What follows belongs to an exercise in optimizing a design on an open flow for small area, a short achievable clock period and few clock cycles; a production flow would make more cautious choices. The RTL was checked by simulation tests, not by an equivalence proof against the original design. Power is estimated from default activity; no workload was simulated.

==> design.v <==
module bfs (
    input             clk,
    input             rst,
    input             cmd_valid,
    output            cmd_ready,
    input      [31:0] cmd_data,
    output reg        out_valid,
    input             out_ready,
    output reg  [3:0] out_tag,
    output reg        out_last,
    output reg [31:0] out_data
);
    localparam [3:0] T_DESYNC   = 4'd1;
    localparam [3:0] T_CSUMERR  = 4'd2;
    localparam [3:0] T_ANOMALY  = 4'd3;
    localparam [3:0] T_OVERREQ  = 4'd4;
    localparam [3:0] T_ENCINV   = 4'd5;
    localparam [3:0] T_ILLEGAL  = 4'd6;
    localparam [3:0] T_PACKET   = 4'd8;
    localparam [3:0] T_TX       = 4'd9;
    localparam [3:0] T_CSUM     = 4'd10;
    localparam [3:0] T_HIST     = 4'd11;
    localparam [3:0] T_CODE     = 4'd12;
    localparam integer S_IDLE = 0;    
    localparam integer S_RD0  = 1;    
    localparam integer S_RD   = 2;    
    localparam integer S_SEG  = 3;    
    localparam integer S_POP  = 4;    
    localparam integer S_STK  = 5;    
    localparam integer S_FB0  = 6;    
    localparam integer S_FBR  = 7;    
    localparam integer S_FBW  = 8;    
    localparam integer S_COLL = 9;    
    localparam integer NS     = 10;
    localparam integer QW = 3;        
    localparam integer QN = 1 << QW;
    function in_wl;
        input [7:0] b;
        in_wl = (b == 8'h00) || (b == 8'h3F) || (b == 8'h50) ||
                (b == 8'h68) || (b == 8'h80) || (b == 8'hBF);
    endfunction
    function [2:0] wl_idx;
        input [7:0] b;
        wl_idx = (b == 8'h3F) ? 3'd1 : (b == 8'h50) ? 3'd2 : (b == 8'h68) ? 3'd3 :
                 (b == 8'h80) ? 3'd4 : (b == 8'hBF) ? 3'd5 : 3'd0;
    endfunction
    function [7:0] wl_val;
        input [2:0] i;
        case (i)
        3'd1:    wl_val = 8'h3F;
        3'd2:    wl_val = 8'h50;
        3'd3:    wl_val = 8'h68;
        3'd4:    wl_val = 8'h80;
        3'd5:    wl_val = 8'hBF;
        default: wl_val = 8'h00;
        endcase
    endfunction
    function in_len;
        input [7:0] b;
        in_len = (b >= 8'd2) && (b <= 8'd126);
    endfunction
    function [7:0] sub255;
        input [7:0] a;
        input [8:0] b;
        reg   [9:0] t;
        begin
            t = {2'b00, a} - {1'b0, b};
            sub255 = t[9] ? (t[7:0] + 8'd255) : t[7:0];
        end
    endfunction
    function [7:0] add255;
        input [7:0] a;
        input [7:0] b;
        reg   [8:0] t;
        begin
            t = {1'b0, a} + {1'b0, b};
            add255 = (t >= 9'd255) ? (t - 9'd255) : t[7:0];
        end
    endfunction
    function [7:0] inc255;
        input [7:0] a;
        inc255 = (a == 8'd254) ? 8'd0 : a + 8'd1;
    endfunction
    reg [7:0] HB  [0:254];    
    reg [7:0] PAY [0:127];    
    reg [7:0] CB0 [0:63];
    reg [7:0] CB1 [0:62];
    reg [7:0] CB2 [0:62];
    reg [7:0] CB3 [0:62];
    reg        sk_v, crdy;
    reg [31:0] sk_d;
    reg        d_v;
    reg [31:0] d_w;
    reg        f_feed, f_dres, f_happ, f_hrd, f_hov, f_hz, f_cod, f_enc, f_dbn,
               f_ds0, f_ds1, f_ill, f_wl, f_len, f_nz1, f_nz2, f_nz3;
    reg [7:0]  f_x4;
    reg [2:0]  f_wli;
    reg        tk;                        
    assign cmd_ready = crdy;
    wire        fire = cmd_valid && crdy;
    wire [31:0] iw   = sk_v ? sk_d : cmd_data;
    wire        dload = !d_v || tk;
    reg rst_r;
    always @(posedge clk) rst_r <= rst;
    always @(posedge clk) begin
        if (rst) begin
            d_v  <= 1'b0;
            sk_v <= 1'b0;
            crdy <= 1'b0;
        end else if (rst_r) begin
            d_v  <= 1'b0;
            sk_v <= 1'b0;
            crdy <= 1'b1;
        end else begin
            if (dload) begin
                d_v  <= sk_v || fire;
                sk_v <= 1'b0;
                crdy <= 1'b1;
            end else if (fire) begin
                sk_v <= 1'b1;
                crdy <= 1'b0;
            end else begin
                crdy <= !sk_v;
            end
        end
        if (!sk_v)
            sk_d <= cmd_data;
        if (dload) begin
            d_w    <= iw;
            f_feed <= iw[31:24] == 8'h01 && iw[23:8] == 16'd0;
            f_dres <= iw[31:24] == 8'h02 && iw[23:0] == 24'd0;
            f_happ <= iw[31:24] == 8'h03 && iw[23:8] == 16'd0;
            f_hrd  <= iw[31:24] == 8'h04 && iw[23:16] == 8'd0;
            f_hov  <= iw[15:8] != 8'd0;
            f_hz   <= iw[7:0] == 8'd0;
            f_cod  <= iw[31:24] == 8'h05 || iw[31:24] == 8'h06;
            f_enc  <= iw[31:24] == 8'h06;
            f_dbn  <= iw[31:24] == 8'h07 && iw[23:16] == 8'd0;
            f_ds0  <= iw[15:0] == 16'h3210;
            f_ds1  <= iw[15:0] == 16'h3211;
            f_ill  <= !((iw[31:24] == 8'h01 && iw[23:8] == 16'd0) ||
                        (iw[31:24] == 8'h02 && iw[23:0] == 24'd0) ||
                        (iw[31:24] == 8'h03 && iw[23:8] == 16'd0) ||
                        (iw[31:24] == 8'h04 && iw[23:16] == 8'd0) ||
                        iw[31:24] == 8'h05 || iw[31:24] == 8'h06 ||
                        (iw[31:24] == 8'h07 && iw[23:16] == 8'd0));
            f_wl   <= in_wl(iw[7:0]);
            f_wli  <= wl_idx(iw[7:0]);
            f_len  <= in_len(iw[7:0]);
            f_nz1  <= iw[15:8]  != 8'd0;
            f_nz2  <= iw[23:16] != 8'd0;
            f_nz3  <= iw[31:24] != 8'd0;
            f_x4   <= iw[7:0] ^ iw[15:8] ^ iw[23:16] ^ iw[31:24];
        end
    end
    reg        e_v;
    reg [3:0]  e_tag;
    reg        e_last;
    reg [23:0] e_data;
    reg [3:0]  q_tag  [0:QN-1];
    reg        q_last [0:QN-1];
    reg [23:0] q_data [0:QN-1];
    reg [QW:0] q_wp, q_rp;                
    wire       q_empty = (q_wp == q_rp);
    reg        room;                      
    reg        pop;
    localparam [2:0] O_NONE = 3'd0, O_PKT = 3'd1, O_TXL = 3'd2, O_TXD = 3'd3,
                     O_TXB = 3'd4, O_TXC = 3'd5, O_HRD = 3'd6, O_HIST = 3'd7;
    reg [2:0]  o_st;
    reg [7:0]  o_idx;         
    reg [7:0]  cba;           
    reg [7:0]  o_rem;         
    reg        ill_busy;      
    reg [31:0] ill_w;
    reg        tx_busy;       
    reg        pb_d;          
    reg        hist_busy;     
    reg [7:0]  hra;           
    reg [7:0]  hpf;           
    reg        rd_d;          
    reg [7:0]  hz;            
    reg        hz0;
    wire       hport = (o_st == O_HRD) || (o_st == O_HIST);
    wire       adv = !out_valid || out_ready;
    reg [NS-1:0] st;
    reg [3:0]  P;             
    reg        pz;            
    reg [6:0]  pleft;         
    reg [6:0]  pi;            
    reg [6:0]  pw;            
    reg [6:0]  pfree;         
    reg [7:0]  avail;         
    reg        av0;           
    reg        ab_pend;       
    reg [6:0]  ab_n;
    reg [2:0]  SRC, DST;      
    reg [7:0]  LEN, acc;
    reg        CLEAN;
    reg [7:0]  HW;
    reg [7:0]  ra;            
    reg [7:0]  pf;            
    reg [7:0]  cnt;           
    reg [8:0]  D;             
    reg        rd_rw;         
    reg [7:0]  sp, spm1;      
    reg        sp_nz;
    reg        ev2_pend;      
    reg        ev2_hist;
    reg [7:0]  ev2_x;
    reg        DBV, DBC1;     
    reg        c_enc;
    reg [7:0]  c_s, c_l, c_d, c_acc;
    reg [5:0]  c_k, c_tm1;
    reg [2:0]  c_z;           
    wire [7:0] hw_inc = inc255(HW);
    wire [7:0] ra_inc = inc255(ra);
    wire        live   = st[S_IDLE];
    wire [7:0]  x      = live ? d_w[7:0] : pf;
    wire        wl_x   = live ? f_wl  : in_wl(pf);
    wire        len_x  = live ? f_len : in_len(pf);
    wire [2:0]  wli_x  = live ? f_wli : wl_idx(pf);
    wire        is_pay = P[3] && !pz;
    wire        ck_ok  = (x == acc);
    wire        rej_ck = P[3] && pz && !ck_ok;
    wire        good   = P[3] && pz && ck_ok;
    wire        hold   = !room || ev2_pend;
    wire        hb_full = hist_busy && hz0;
    wire        byte_ok = !hold && !(is_pay && av0) && !hb_full;
    reg         consume;
    wire        pay_wr = consume && is_pay;
    wire        cnt_is1  = (cnt == 8'd1);
    wire        dplus_ok = (D + {1'b0, LEN}) <= 9'd255;
    reg        ev;
    reg [3:0]  ev_tag;
    reg        ev_last;
    reg [23:0] ev_data;
    wire       coll_bad = (c_z[0] && f_nz1) || (c_z[1] && f_nz2) || (c_z[2] && f_nz3);
    always @(*) begin
        tk      = 1'b0;
        consume = 1'b0;
        ev      = 1'b0;
        ev_tag  = T_ILLEGAL;
        ev_last = 1'b1;
        ev_data = d_w[23:0];
        if (ev2_pend) begin
            if (room) begin
                ev      = 1'b1;
                ev_tag  = ev2_hist ? T_HIST : T_DESYNC;
                ev_data = ev2_hist ? 24'd0 : {16'd0, ev2_x};
            end
        end else begin
            if (st[S_IDLE] && d_v) begin
                if (f_feed) begin
                    if (byte_ok) begin
                        tk = 1'b1; consume = 1'b1;
                    end
                end else if (f_cod) begin
                    if (room && !tx_busy) tk = 1'b1;
                end else if (f_ill) begin
                    if (room && !ill_busy) tk = 1'b1;
                end else if (f_hrd || f_dres) begin
                    if (room && !hist_busy) tk = 1'b1;
                end else if (f_happ) begin
                    if (room && !hb_full) tk = 1'b1;
                end else if (room) begin
                    tk = 1'b1;
                end
            end
            if ((st[S_SEG] && !hport || st[S_STK]) && byte_ok)
                consume = 1'b1;
            if (st[S_COLL] && d_v && room && !(c_k == c_tm1 && coll_bad && ill_busy))
                tk = 1'b1;
            if (consume) begin
                if (P[0] && !wl_x) begin
                    ev      = 1'b1;
                    ev_tag  = CLEAN ? T_ANOMALY : T_DESYNC;
                    ev_data = {16'd0, x};
                end else if ((P[1] && !len_x) || (P[2] && !wl_x)) begin
                    ev      = 1'b1;
                    ev_tag  = T_DESYNC;
                    ev_data = {8'd0, 6'd0, P[2], P[1], x};
                end else if (rej_ck) begin
                    ev      = 1'b1;
                    ev_tag  = T_CSUMERR;
                    ev_data = {LEN, acc, x};
                end else if (good) begin
                    ev      = 1'b1;
                    ev_tag  = T_PACKET;
                    ev_last = (LEN == 8'd2);
                    ev_data = {pfree, 4'd0, SRC, DST, LEN[6:0] - 7'd2};
                end
            end else if (st[S_IDLE] && tk) begin
                if (f_ill) begin
                    ev = 1'b1;
                end else if (f_hrd) begin
                    ev = 1'b1;
                    if (f_hov) begin
                        ev_tag  = T_OVERREQ;
                        ev_data = {8'd0, d_w[15:0]};
                    end else begin
                        ev_tag  = T_HIST;
                        ev_data = {8'd0, sub255(HW, {1'b0, d_w[7:0]}), d_w[7:0]};
                        ev_last = f_hz;
                    end
                end else if (f_cod) begin
                    if (d_w[23:16] <= 8'd2) begin
                        ev = 1'b1;
                        if (!f_enc) begin
                            ev_tag  = T_CSUM;
                            ev_data = {16'd0, d_w[15:8] ^ d_w[23:16] ^ d_w[7:0]};
                        end else if (d_w[23:16] != 8'd2) begin
                            ev_tag  = T_ENCINV;
                            ev_data = {16'd0, d_w[23:16]};
                        end else begin
                            ev_tag  = T_TX;
                            ev_last = 1'b0;
                        end
                    end
                end else if (f_dbn) begin
                    if (!(DBV && ((f_ds0 && !DBC1) || (f_ds1 && DBC1)))) begin
                        ev      = 1'b1;
                        ev_tag  = T_CODE;
                        ev_data = {8'd0, d_w[15:0]};
                    end
                end
            end else if (st[S_COLL] && tk && c_k == c_tm1) begin
                ev = 1'b1;
                if (coll_bad) begin
                    ev_tag  = T_ILLEGAL;
                end else if (!c_enc) begin
                    ev_tag  = T_CSUM;
                    ev_data = {16'd0, c_acc ^ f_x4};
                end else begin
                    ev_tag  = T_TX;
                    ev_last = 1'b0;
                end
            end
        end
    end
    wire [7:0] cn  = (d_w[23:16] > 8'd2) ? (d_w[23:16] - 8'd2) : 8'd0;
    wire [8:0] ct9 = {1'b0, cn} + 9'd3;
    wire [6:0] ct  = ct9[8:2];
    always @(posedge clk) begin
        e_v <= 1'b0;
        if (ev) begin
            e_v    <= 1'b1;
            e_tag  <= ev_tag;
            e_last <= ev_last;
            e_data <= ev_data;
        end
        if (rst_r) begin
            st       <= {{(NS-1){1'b0}}, 1'b1};
            P        <= 4'b0001;
            CLEAN    <= 1'b0;
            HW       <= 8'd0;
            DBV      <= 1'b0;
            sp       <= 8'd0;
            spm1     <= 8'hFF;
            sp_nz    <= 1'b0;
            pfree    <= 7'd0;
            ev2_pend <= 1'b0;
            ab_pend  <= 1'b0;
            e_v      <= 1'b0;
        end else if (ev2_pend) begin
            if (room) ev2_pend <= 1'b0;
        end else begin
            ab_pend <= 1'b0;
            if (consume) begin
                HW     <= hw_inc;
                if (P[0]) begin
                    if (wl_x) begin
                        SRC <= wli_x; acc <= x; P <= 4'b0010;
                    end else begin
                        CLEAN <= 1'b0;
                        if (CLEAN) begin
                            ev2_pend <= 1'b1;
                            ev2_hist <= 1'b0;
                            ev2_x    <= x;
                        end
                    end
                end
                if (P[1]) begin
                    if (len_x) begin
                        LEN <= x; acc <= acc ^ x; P <= 4'b0100;
                        pleft <= x[6:0] - 7'd2;
                        pz    <= (x == 8'd2);
                    end else begin
                        CLEAN <= 1'b0; P <= 4'b0001;
                    end
                end
                if (P[2]) begin
                    if (wl_x) begin
                        DST <= wli_x; acc <= acc ^ x; P <= 4'b1000;
                        pi <= 7'd0; pw <= pfree;
                    end else begin
                        CLEAN <= 1'b0; P <= 4'b0001;
                    end
                end
                if (P[3]) begin
                    if (!pz) begin
                        pw    <= pw + 7'd1;
                        pi    <= pi + 7'd1;
                        pleft <= pleft - 7'd1;
                        pz    <= (pleft == 7'd1);
                        acc   <= acc ^ x;
                    end else if (ck_ok) begin
                        P <= 4'b0001; CLEAN <= 1'b1; pfree <= pw;
                    end else begin
                        P <= 4'b0001; CLEAN <= 1'b0;
                        ab_pend <= 1'b1; ab_n <= pi;
                    end
                end
            end
            if (st[S_IDLE] && tk) begin
                if (f_feed) begin
                    if (rej_ck) begin
                        rd_rw <= 1'b0;
                        st <= (1 << S_RD0);
                    end
                end else if (f_dres) begin
                    if (P[3]) begin ab_pend <= 1'b1; ab_n <= pi; end
                    P  <= 4'b0001;
                    HW <= 8'd0;
                end else if (f_happ) begin
                    HW     <= hw_inc;
                end else if (f_hrd) begin
                    if (f_hov) begin
                        ev2_pend <= 1'b1;
                        ev2_hist <= 1'b1;
                    end
                end else if (f_cod) begin
                    c_enc <= f_enc;
                    c_s   <= d_w[15:8];
                    c_l   <= d_w[23:16];
                    c_d   <= d_w[7:0];
                    c_acc <= d_w[15:8] ^ d_w[23:16] ^ d_w[7:0];
                    c_k   <= 6'd0;
                    c_tm1 <= ct[5:0] - 6'd1;
                    c_z   <= (cn[1:0] == 2'd1) ? 3'b111 :
                             (cn[1:0] == 2'd2) ? 3'b110 :
                             (cn[1:0] == 2'd3) ? 3'b100 : 3'b000;
                    if (ct != 7'd0) st <= (1 << S_COLL);
                end else if (f_dbn) begin
                    if (DBV && ((f_ds0 && !DBC1) || (f_ds1 && DBC1))) begin
                        DBV <= 1'b0;
                    end else begin
                        DBV <= f_ds0 || f_ds1;
                        if (f_ds0 || f_ds1) DBC1 <= f_ds1;
                    end
                end
            end
            if (st[S_RD0]) begin
                ra  <= rd_rw ? sub255(ra, {1'b0, LEN}) : sub255(HW, {1'b0, LEN});
                cnt <= rd_rw ? cnt + LEN : LEN;
                D   <= rd_rw ? D + {1'b0, LEN} : {1'b0, LEN};
                st  <= (1 << S_RD);
            end
            if (st[S_RD] && !hport) begin
                pf <= hb_rd;
                ra <= ra_inc;
                st <= (1 << S_SEG);
            end
            if (st[S_SEG] && consume) begin
                pf  <= hb_rd;
                cnt <= cnt - 8'd1;
                if (!rej_ck) ra <= ra_inc;
                if (rej_ck) begin
                    if (cnt_is1) begin
                        rd_rw <= 1'b0;
                        st    <= (1 << S_RD0);
                    end else if (dplus_ok) begin
                        rd_rw <= 1'b1;
                        st    <= (1 << S_RD0);
                    end else begin
                        st <= (1 << S_FB0);
                    end
                end else if (cnt_is1) begin
                    st <= sp_nz ? (1 << S_POP) : (1 << S_IDLE);
                end
            end
            if (st[S_POP]) begin
                pf   <= cb_rd;
                sp   <= spm1;
                spm1 <= spm1 - 8'd1;
                sp_nz <= (spm1 != 8'd0);
                st   <= (1 << S_STK);
            end
            if (st[S_STK] && consume) begin
                if (rej_ck) begin
                    rd_rw <= 1'b0;
                    st    <= (1 << S_RD0);
                end else begin
                    st <= sp_nz ? (1 << S_POP) : (1 << S_IDLE);
                end
            end
            if (st[S_FB0]) begin
                ra <= add255(ra, cnt - 8'd1);
                st <= (1 << S_FBR);
            end
            if (st[S_FBR] && !hport) begin
                pf <= hb_rd;
                st <= (1 << S_FBW);
            end
            if (st[S_FBW] && !tx_busy) begin
                sp     <= sp + 8'd1;
                spm1   <= sp;
                sp_nz  <= 1'b1;
                ra     <= (ra == 8'd0) ? 8'd254 : ra - 8'd1;
                cnt    <= cnt - 8'd1;
                if (cnt_is1) begin
                    rd_rw <= 1'b0;
                    st    <= (1 << S_RD0);
                end else begin
                    st <= (1 << S_FBR);
                end
            end
            if (st[S_COLL] && tk) begin
                c_acc <= c_acc ^ f_x4;
                c_k   <= c_k + 6'd1;
                if (c_k == c_tm1) st <= (1 << S_IDLE);
            end
        end
    end
    wire hb_we  = consume || (st[S_IDLE] && tk && f_happ);
    wire pay_we = consume && is_pay;
    wire cb_push = st[S_FBW] && !tx_busy && !ev2_pend;
    wire cb_coll = st[S_COLL] && tk && c_enc;
    wire [5:0] cb_wi = cb_push ? sp[7:2] : c_k;
    wire [3:0] cb_we = cb_push ? (4'b0001 << sp[1:0]) :
                       cb_coll ? ((c_k == 6'd63) ? 4'b0001 : 4'b1111) : 4'b0000;
    wire [31:0] cb_wd = cb_push ? {4{pf}} : d_w;
    always @(posedge clk) begin
        if (hb_we)    HB[HW]   <= x;
        if (pay_we)   PAY[pw]  <= x;
        if (cb_we[0]) CB0[cb_wi] <= cb_wd[7:0];
        if (cb_we[1]) CB1[cb_wi] <= cb_wd[15:8];
        if (cb_we[2]) CB2[cb_wi] <= cb_wd[23:16];
        if (cb_we[3]) CB3[cb_wi] <= cb_wd[31:24];
    end
    wire hist_set = st[S_IDLE] && tk && f_hrd && !f_hov && !f_hz && !ev2_pend && !rst_r;
    always @(posedge clk) begin
        if (hist_set) begin
            hz  <= 8'd255 - d_w[7:0];
            hz0 <= (d_w[7:0] == 8'd255);
        end else if (hb_we && !rd_d) begin
            hz  <= hz - 8'd1;
            hz0 <= (hz == 8'd1);
        end else if (!hb_we && rd_d) begin
            hz  <= hz + 8'd1;
            hz0 <= 1'b0;
        end
    end
    always @(posedge clk) begin
        if (rst_r) begin
            avail <= 8'd128;
            av0   <= 1'b0;
        end else if (ab_pend) begin
            avail <= avail + {1'b0, ab_n} + {7'd0, pb_d};
            av0   <= (avail + {1'b0, ab_n} + {7'd0, pb_d}) == 8'd0;
        end else if (pay_wr && !pb_d) begin
            avail <= avail - 8'd1;
            av0   <= (avail == 8'd1);
        end else if (!pay_wr && pb_d) begin
            avail <= avail + 8'd1;
            av0   <= 1'b0;
        end
    end
    wire [3:0]  h_tag  = q_tag[q_rp[QW-1:0]];
    wire        h_last = q_last[q_rp[QW-1:0]];
    wire [23:0] h_data = q_data[q_rp[QW-1:0]];
    wire [QW:0] q_cnt  = q_wp - q_rp;
    wire        h_pkt  = (h_tag == T_PACKET) && !h_last;
    wire        h_tx   = (h_tag == T_TX);
    always @(posedge clk) begin
        if (e_v) begin
            q_tag[q_wp[QW-1:0]]  <= e_tag;
            q_last[q_wp[QW-1:0]] <= e_last;
            q_data[q_wp[QW-1:0]] <= e_data;
        end
        if (rst_r) begin
            q_wp <= 0;
            q_rp <= 0;
            room <= 1'b1;
        end else begin
            if (e_v) q_wp <= q_wp + 1'b1;
            if (pop) q_rp <= q_rp + 1'b1;
            room <= ({1'b0, q_cnt} + e_v) <= QN - 2;
        end
    end
    wire [7:0] pay_rd = PAY[o_idx[6:0]];
    wire [7:0] hb_rd  = HB[hport ? hra : ra];
    wire [7:0] cb_ra  = cba;
    wire       stk_pop = st[S_POP] && !ev2_pend && !rst_r;
    reg  [7:0] cb_rd;
    always @(*) begin
        case (cb_ra[1:0])
        2'd0:    cb_rd = CB0[cb_ra[7:2]];
        2'd1:    cb_rd = CB1[cb_ra[7:2]];
        2'd2:    cb_rd = CB2[cb_ra[7:2]];
        default: cb_rd = CB3[cb_ra[7:2]];
        endcase
    end
    always @(*) begin
        pop = adv && (o_st == O_NONE) && !q_empty;
    end
    always @(posedge clk) begin
        if (rst_r) begin
            out_valid <= 1'b0;
            o_st      <= O_NONE;
            tx_busy   <= 1'b0;
            ill_busy  <= 1'b0;
            hist_busy <= 1'b0;
            rd_d      <= 1'b0;
            pb_d      <= 1'b0;
        end else begin
            pb_d <= adv && (o_st == O_PKT);
            rd_d <= (o_st == O_HRD) || (adv && o_st == O_HIST);
            if (hist_set) hist_busy <= 1'b1;
            if (o_st == O_HRD) begin
                hpf  <= hb_rd;
                hra  <= inc255(hra);
                o_st <= O_HIST;
            end
            if (ev && ev_tag == T_TX) tx_busy <= 1'b1;
            if (ev && ev_tag == T_ILLEGAL) begin
                ill_busy <= 1'b1;
                ill_w    <= d_w;
            end
            if (pop && h_tag == T_ILLEGAL) ill_busy <= 1'b0;
            if (cb_push) cba <= sp;
            if (stk_pop) cba <= spm1 - 8'd1;
            if (pop && h_tx) cba <= 8'd0;
            if (adv) begin
                case (o_st)
                O_NONE: begin
                    out_valid <= !q_empty;
                    out_tag   <= h_tag;
                    out_last  <= h_last;
                    if (h_tag == T_ILLEGAL)
                        out_data <= ill_w;
                    else if (h_tx)
                        out_data <= {24'd0, c_s};
                    else if (h_tag == T_HIST)
                        out_data <= {24'd0, h_data[7:0]};
                    else if (h_tag == T_PACKET)
                        out_data <= {8'd0, wl_val(h_data[12:10]), wl_val(h_data[9:7]),
                                     1'b0, h_data[6:0]};
                    else
                        out_data <= {8'd0, h_data};
                    o_idx <= h_pkt ? {1'b0, h_data[23:17]} : 8'd0;
                    o_rem <= h_tx ? c_l - 8'd2 :
                             (h_tag == T_HIST) ? h_data[7:0] : {1'b0, h_data[6:0]};
                    hra   <= h_data[15:8];
                    if (!q_empty) begin
                        if (h_pkt) o_st <= O_PKT;
                        if (h_tx)  o_st <= O_TXL;
                        if (h_tag == T_HIST && !h_last) o_st <= O_HRD;
                    end
                end
                O_PKT: begin
                    out_valid <= 1'b1;
                    out_tag   <= T_PACKET;
                    out_data  <= {24'd0, pay_rd};
                    out_last  <= (o_rem == 8'd1);
                    o_idx     <= o_idx + 8'd1;
                    o_rem     <= o_rem - 8'd1;
                    if (o_rem == 8'd1) o_st <= O_NONE;
                end
                O_TXL: begin
                    out_valid <= 1'b1;
                    out_tag   <= T_TX;
                    out_data  <= {24'd0, c_l};
                    out_last  <= 1'b0;
                    o_st      <= O_TXD;
                end
                O_TXD: begin
                    out_valid <= 1'b1;
                    out_tag   <= T_TX;
                    out_data  <= {24'd0, c_d};
                    out_last  <= 1'b0;
                    o_st      <= (o_rem == 8'd0) ? O_TXC : O_TXB;
                end
                O_TXB: begin
                    out_valid <= 1'b1;
                    out_tag   <= T_TX;
                    out_data  <= {24'd0, cb_rd};
                    out_last  <= 1'b0;
                    cba       <= cba + 8'd1;
                    o_rem     <= o_rem - 8'd1;
                    if (o_rem == 8'd1) o_st <= O_TXC;
                end
                O_HRD: begin
                    out_valid <= 1'b0;
                end
                O_HIST: begin
                    out_valid <= 1'b1;
                    out_tag   <= T_HIST;
                    out_data  <= {24'd0, hpf};
                    out_last  <= (o_rem == 8'd1);
                    hpf       <= hb_rd;
                    hra       <= inc255(hra);
                    o_rem     <= o_rem - 8'd1;
                    if (o_rem == 8'd1) begin
                        o_st      <= O_NONE;
                        hist_busy <= 1'b0;
                    end
                end
                default: begin   
                    out_valid <= 1'b1;
                    out_tag   <= T_TX;
                    out_data  <= {24'd0, c_acc};
                    out_last  <= 1'b1;
                    o_st      <= O_NONE;
                    tx_busy   <= 1'b0;
                end
                endcase
            end
        end
        if (rst)
            out_valid <= 1'b0;
    end
endmodule
==> run.sh <==
#!/bin/bash
# synth_recipe.tcl (not shown) runs the flow's synth.tcl, then flattens the netlist and writes it again
# the make line also repeats each setting of config.mk as NAME=value (left out here)
make -C /OpenROAD-flow-scripts/flow DESIGN_CONFIG=/design/flow/config.mk WORK_HOME=/design/flow/orfs CLKGATE_MAP_FILE= SYNTH_SCRIPT=/design/flow/synth_recipe.tcl finish
==> config.mk <==
export PLATFORM = sky130hd
export DESIGN_NAME = bfs
export DESIGN_NICKNAME = bfs
export VERILOG_FILES = /design/flow/design.v
export SDC_FILE = /design/flow/constraint.sdc
export NUM_CORES = 4
export LEC_CHECK = 0
export CAP_MARGIN = 20
export CORE_MARGIN = 2
export CORE_UTILIZATION = 40
export PLACE_DENSITY = 0.55
export SETUP_SLACK_MARGIN = 5
export SLEW_MARGIN = 20
==> constraint.sdc <==
create_clock -name core_clock -period 10.0 [get_ports {clk}]
set_input_delay 2.0000 -clock core_clock [delete_from_list [all_inputs] [get_ports {clk}]]
set_output_delay 2.0000 -clock core_clock [all_outputs]
set_load 0.01 [all_outputs]
==> run notes <==
final cells by class:
class	instances	share of cell area, %
antenna	7	0.00651
clock buffer	763	6.04
clock inverter	365	1.39
inverter	162	0.238
multi-input combinational	7070	22.3
sequential	5798	64.3
tap	7810	3.63
timing repair buffer	646	2.09
power groups by stage:
| stage | sequential, mW | clock (mW) | combinational [mW] |
|---|---|---|---|
| after floorplan | 27.7 | 0 | 3.46 |
| after global placement | 27.9 | 0 | 5.44 |
| after detailed placement | 27.9 | 0 | 5.47 |
| after CTS | 27.4 | 23.1 | 5.52 |
| after global routing | 27.4 | 24.0 | 5.80 |
| final | 27.4 | 22.8 | 5.50 |
per-stage QoR:
stage               setup slack [ns]  utilization (%)  area, um^2  instances  hold WS, ns
global route                    5.00             45.6      269000      22615        0.498
detailed placement              3.90             42.1      248000      21465        0.459
global placement                3.98             42.1      248000      21464        0.463
finish                          5.05             45.6      269000      22621        0.475
CTS                             4.95             45.6      269000      22603        0.475
floorplan                       5.08                -      236000      13869        0.426
layer usage:
metal	track usage, %	wire (um)
met5	0	82
met2	36.5	329000
met1	31.8	285000
met3	4.05	56400
met4	7.26	24800
final timing paths:
path | startpoint | endpoint | cells past startpoint | slack [ns]
max | hra[0]$_DFFE_PN_ | pf[7]$_DFFE_PP_ | 13 | 5.05
min | CLEAN$_SDFFE_PP0P_ | CLEAN$_SDFFE_PP0P_ | 2 | 0.48
max reg2reg | hra[0]$_DFFE_PN_ | pf[7]$_DFFE_PP_ | 13 | 5.05
min reg2reg | CLEAN$_SDFFE_PP0P_ | CLEAN$_SDFFE_PP0P_ | 2 | 0.48
repair_timing:
action                                  in CTS  in global routing
pin swaps                                    5                  8
hold buffers                                 0                  0
cloned                                       5                  3
buffers inserted                             5                  6
resized for setup                           55                 32
endpoints found under the setup margin     864                430
worst max-delay path: stages (launching register included):
cell      delay [ns]
edfxtp_1        0.57
and3_1          0.26
buf_4           0.23
nor2_4          0.37
buf_6           0.36
buf_16          0.29
mux4_2          0.53
and2_0          0.17
a211oi_2        0.47
o32ai_1         0.32
or4_1           0.58
o211ai_1        0.16
buf_12          0.18
o21ai_1         0.06
placed cells by master, fill, tap and decap left out, drive strengths merged, types with 75 or more instances in the layout:
cell type,n
mux4,1091
a32oi,158
mux2i,341
nor3,376
nand3,457
nor2,787
o21ai,332
nand2,1550
inv,181
ha,105
a22oi,93
xnor2,150
a31oi,112
a21oi,311
dfxtp,130
clkinv,275
clkbuf,765
a211oi,75
nand4,175
edfxtp,5668
buf,568
flip-flops by register name, summed over array words and instances, names as in the netlist, 192 cells and up, named ones only:
signal	flops
HB	2040
PAY	1024
CB0	512
CB1	504
CB2	504
CB3	504
q_data	192
kinds of logic (layout without fill, tap and decap cells):
| group | Yosys count | count (layout) |
|---|---|---|
| DFF | 5798 | 5798 |
| muxes | 1497 | 1497 |
| and+or+nand+nor | 3720 | 3723 |
| buffers and inverters | 1005 | 1936 |
| other | 0 | 7 |
| xor gates and xnor gates | 218 | 218 |
| AOI/OAI and AO/OA | 1517 | 1518 |
| adders and majority gates | 114 | 114 |
==> metrics.cfg <==
[status]
status = finished clean

[routing]
antenna_left = 0
drc = 0
viasPerCell = 5.85
wl_per_cell_um = 30.8
drtIter0Drc = 15928
routed_wl_um = 696000
drtPass1Iterations = 6
via_count = 132351

[min_path]
min_path_type = reg2reg

[setup_path]
worstSetupPathType = reg2reg
required_ns = 10.80
endpoint_kind = flop
worst_setup_path_start_kind = flop
cp.arrival_ns = 5.74
worst-path-max-fanout = 29

[logic_synthesis]
yosysWarnings = 1
muxShareOfSynthArea_pct = 12.2
yosysSeqAreaShare_pct = 73.1
synth_commonest_cells = edfxtp_1, nand2_1, mux4_2
synthDistinctLibCells = 114
synthCells = 13869
yosys.area_share.simple_pct = 7.04
ys_top_cells_by_area = edfxtp_1, mux4_2, nand2_1
netlist.area_leader.share_pct = 72.0
synthArstFlopShare_pct = 0
synth_xor_xnor_area_share_pct = 0.814
synth_area_mm2 = 0.236
ys_ff_latch = 5798
synth.net_count = 14019
synth_compound_area_share_pct = 4.31
synth_most_common_cell = edfxtp_1
synth_top_family_by_area = multiplexers
synth_top_area_cell = edfxtp_1
syn-mean-instance-area_um2 = 17.0
synth-edff-count = 5668
synth_flop_cell = edfxtp_1
yosys.area_share.adder_pct = 0.632

[pwr]
power.share.sequential_pct = 49.2
pwr-share-clk_pct = 40.9
ir_drop_mv = 0.201
total_leakage_power_nw = 84.9
swShare_pct = 24.4
combPwrFrac_pct = 9.9
internal_power_mw = 42.1
cellPowerDensity_mw_per_mm2 = 207
power_switching_mw = 13.6
p_total_mw = 55.7

[finish]
regArea_mm2 = 0.173
multi_input_area_mm2 = 0.0600
nFillCells = 50398
drive_gt1_share_pct = 19.3
syn2layout_area_growth_pct = 13.8
fin_nets = 14450

[placed_design]
hpwl_um = 429000
gp_congestion = 0.893
port-buffer-count = 74

[clock_network]
cts-root-buf = clkbuf_16
cts_buffers = 622
clk_latency_ns = 1.09
cts_htree_levels = 6
path_clk_slew_ns = 0.06
clockBufferDepth = 4
clock-sinks = 5798
cts_tree = yes

[floorplanning]
ios = 75
core_mm2 = 0.589
die_x_um = 773
dieArea_mm2 = 0.597
start_util_pct = 40.1
rows = 282
die_h_um = 773

[sta]
setup_tns_ns = 0
fmax_ghz = 0.202
finalSetupViolCount = 0
hold_viol = 0
layout_min_cycle_time_ns = 4.95
rsz0062_at_grt = false
skew_ns = 0.0958
worstMarginPinSlew_ns = 1.25
slew_headroom_pct = 16.7
slew_violations = 0
period_share_pct = 49.5

[grt]
grt_overflow = 0
antenna_found_initial = 40
grt_start_max_net_pins = 201
grt_pass1_wl_um = 985000
grt_pass1_vias = 129726
grt_usage_pct = 22.8

[run]
cap_violations = 0

Testbench counts, summed over its fixed seeds: cycles 152,957.

re-timing with driven ports:
The results above use ideal ports. As a check the final layout listed here was re-extracted and re-timed, cells and wires unchanged.
Step 1: set_driving_cell puts a clkbuf_16 on clk and a buf_2 on each other input, an assumption about the parent block.
Step 2, shift: input delay + t, output delay - t, t = (earliest + latest rising clock arrival at the registers) / 2. This alone moves slack from input paths to output paths.
a / b / c = no drivers / after step 1 / after step 2; a / b = the first two.
shift t [ns]: 1.168
setup WS [ns]: 5.055 / 5.055 / 4.939
clock arrival spread, ns: 0.102 / 0.102
After both steps this run still meets setup and hold. For this run, drivers alone change the setup slack by 0.000 ns; drivers and shift together by -0.116 ns.
